From an optimization exercise on the open Yosys and OpenROAD flow, aimed at small area; shortcuts taken in it are not production practice. Function was checked by simulation only, so behaviour that the tests miss may differ from the original. Power figures rest on the tool's default switching activity, not on a simulated workload.

tundra:
==> flow/design.v (excerpt) <==
module scsi_spc (
    input  wire        clk,
    input  wire        rst,           
    input  wire        host_cs,
    input  wire        host_we,       
    input  wire [3:0]  host_addr,     
    input  wire [7:0]  host_wdata,
    output reg  [7:0]  host_rdata,    
    output wire        irq,
    output wire        drq,
    input  wire [8:0]  scsi_ctl_i,
    input  wire [7:0]  scsi_dat_i,
    output wire [8:0]  scsi_ctl_o,
    output wire [7:0]  scsi_dat_o
);
    localparam [4:0] O_BSY = 5'h01, O_SEL = 5'h02, O_ACK = 5'h04, O_ATN = 5'h08,
                     O_RST = 5'h10;
    localparam D_1 = 1'b1;
    localparam [3:0] R_BDID = 4'd0,  R_SCTL = 4'd1,  R_SCMD = 4'd2,  R_INTS = 4'd4,
                     R_PSNS = 4'd5,  R_SSTS = 4'd6,  R_SERR = 4'd7,  R_PCTL = 4'd8,
                     R_MBC  = 4'd9,  R_DREG = 4'd10, R_TEMP = 4'd11, R_TCH  = 4'd12,
                     R_TCM  = 4'd13, R_TCL  = 4'd14;
    localparam [7:0] I_DISC = 8'h20, I_CC = 8'h10, I_SR = 8'h08, I_TO = 8'h04,
                     I_RC = 8'h01;
    localparam [4:0] S_IDLE            = 5'd0,
                     S_ARB_WAIT_FREE   = 5'd1,
                     S_ARB_PRE_BSY     = 5'd2,
  ...
Size in the first run: roughly 1200 cells after synthesis, roughly 200 flip-flops, about 60 I/O pins, roughly 10000 sq um of cells after synthesis.
export LEC_CHECK = 0
export ABC_AREA = 1
export CAP_MARGIN = 10
export CORE_MARGIN = 2
export CORE_UTILIZATION = 75
export PLACE_DENSITY = 0.88
export SLEW_MARGIN = 10
create_clock -name core_clock -period 10.0 [get_ports {clk}]
standard.sh (not shown) runs the stock make flow with config.mk's settings and CLKGATE_MAP_FILE= SYNTH_SCRIPT=/design/flow/synth_recipe.tcl, a recipe that flattens the netlist after the stock synthesis.
==> flow/flow/run.sh <==
#!/bin/bash
# Layout flow: the standard ORFS flow (standard.sh), with
#  - an area-oriented ABC mapping script (flow/abc_area.script, used with ABC_AREA 1),
#  - the smallest buffer cell for the port buffers,
#  - clock tree synthesis without dummy loads, on small clock buffers.
# Registers and their names come from the standard synthesis unchanged: only the
# combinational mapping script differs.
set -euo pipefail
W=$PWD
rm -rf "$W/scripts_x"
cp -r "$FLOW_HOME/scripts" "$W/scripts_x"
cp "$W/flow/abc_area.script" "$W/scripts_x/abc_area.script"
export SCRIPTS_DIR="$W/scripts_x"
export BUFFER_PORTS_ARGS="-buffer_cell sky130_fd_sc_hd__buf_1"
export CTS_ARGS="-sink_clustering_enable -repair_clock_nets -dont_use_dummy_load -buf_list {sky130_fd_sc_hd__clkbuf_4} -sink_clustering_size 9 -sink_clustering_max_diameter 50"
bash standard.sh > "$W/orfs_flow.log" 2>&1
==> flow/flow/abc_area.script <==
strash
&get -n
&deepsyn -T 30
&put
dch
amap
strash
dch
amap
topo
stime -c
diff inputs: tundra => yarrow
- swapping 10 for 20 in SLEW_MARGIN
- swapping 10 for 20 in CAP_MARGIN
- swapping 75 for 40 in CORE_UTILIZATION
- swapping 0.88 for 0.6 in PLACE_DENSITY
-- flow/flow/run.sh --
<<< tundra, line 13
export SCRIPTS_DIR="$W/scripts_x"
export BUFFER_PORTS_ARGS="-buffer_cell sky130_fd_sc_hd__buf_1"
export CTS_ARGS="-sink_clustering_enable -repair_clock_nets -dont_use_dummy_load -buf_list {sky130_fd_sc_hd__clkbuf_4} -sink_clustering_size 9 -sink_clustering_max_diameter 50"
bash standard.sh > "$W/orfs_flow.log" 2>&1
>>> yarrow, line 13
export SCRIPTS_DIR="$W/scripts_x"
export BUFFER_PORTS_ARGS="-buffer_cell sky130_fd_sc_hd__buf_1"
export CTS_ARGS="-sink_clustering_enable -repair_clock_nets -dont_use_dummy_load -buf_list {sky130_fd_sc_hd__clkbuf_4} -sink_clustering_size 8 -sink_clustering_max_diameter 50"
bash standard.sh > "$W/orfs_flow.log" 2>&1
[summary]
Wire: yarrow routes more than tundra
Clock distribution area overhead in the final layout: yarrow > tundra
Diff tundra -> yarrow: combinational power now sits lower; area of all placed cells without fillers higher; combinational share of power dropped 1.2 points; global-route wire length before repair went up.
diff inputs: yarrow => willow
- swapping 0.6 for 0.93 in PLACE_DENSITY
- swapping 40 for 85 in CORE_UTILIZATION
-- flow/flow/run.sh --
<<< yarrow, line 13
export SCRIPTS_DIR="$W/scripts_x"
export BUFFER_PORTS_ARGS="-buffer_cell sky130_fd_sc_hd__buf_1"
export CTS_ARGS="-sink_clustering_enable -repair_clock_nets -dont_use_dummy_load -buf_list {sky130_fd_sc_hd__clkbuf_4} -sink_clustering_size 8 -sink_clustering_max_diameter 50"
bash standard.sh > "$W/orfs_flow.log" 2>&1
>>> willow, line 13
export SCRIPTS_DIR="$W/scripts_x"
export BUFFER_PORTS_ARGS="-buffer_cell sky130_fd_sc_hd__buf_1"
export CTS_ARGS="-sink_clustering_enable -repair_clock_nets -dont_use_dummy_load -buf_list {sky130_fd_sc_hd__clkbuf_4} -sink_clustering_size 9 -sink_clustering_max_diameter 50"
bash standard.sh > "$W/orfs_flow.log" 2>&1
Findings:
FAIL: willow; every other run in yarrow and willow is clean
yarrow -> willow: post-synthesis adder-cell area fraction delta 0, exact match
As far as post-synthesis compound-gate area fraction is concerned, yarrow and willow perform about the same.
Cell area after synthesis came out exactly the same in yarrow and willow.
Share of synthesized registers carrying an async set or reset essentially unchanged between willow and yarrow.
Compared willow vs yarrow, and initial standard-cell utilization of the core is up in willow.
What yarrow reported for horizontal die dimension has to be multiplied by 0.69 to get the figure for willow.
willow -> yarrow: synthesized cell count delta 0, exact match
Looking at yarrow and willow, the number of storage elements in the synthesis netlist is a wash.
In willow relative to yarrow, placement row count had gone down by more than a quarter.
Compared with yarrow, willow shows a lower vertical die dimension.

## afterwards: timing with drivers on the ports
The results above use ideal ports. As a check the final layouts listed here were re-extracted and re-timed, cells and wires unchanged. Step 1, drivers: a clkbuf_16 drives clk and a buf_2 each remaining input, both assumed. Step 2 adds t to the input delays and takes it off the output delays; t is the mean of the earliest and latest rising clock arrival at the registers after step 1. Input paths then give back, and output paths get back, about the clock's delay inside the block. Three values: ideal ports, drivers, drivers and shift; two values: the first two.
run | shift t [ns] | slack for setup (ns) | worst setup path after step 2 | worst register clock-pin slew, ns
tundra | 0.708 | 1.371 / 1.350 / 1.350 | input to output | 0.11 / 0.11
yarrow | 0.655 | 1.399 / 1.377 / 1.377 | input to output | 0.10 / 0.10
After both steps every run listed still meets setup and hold. For yarrow, which loses most, drivers alone change the setup slack by -0.022 ns; drivers and shift together by -0.022 ns.
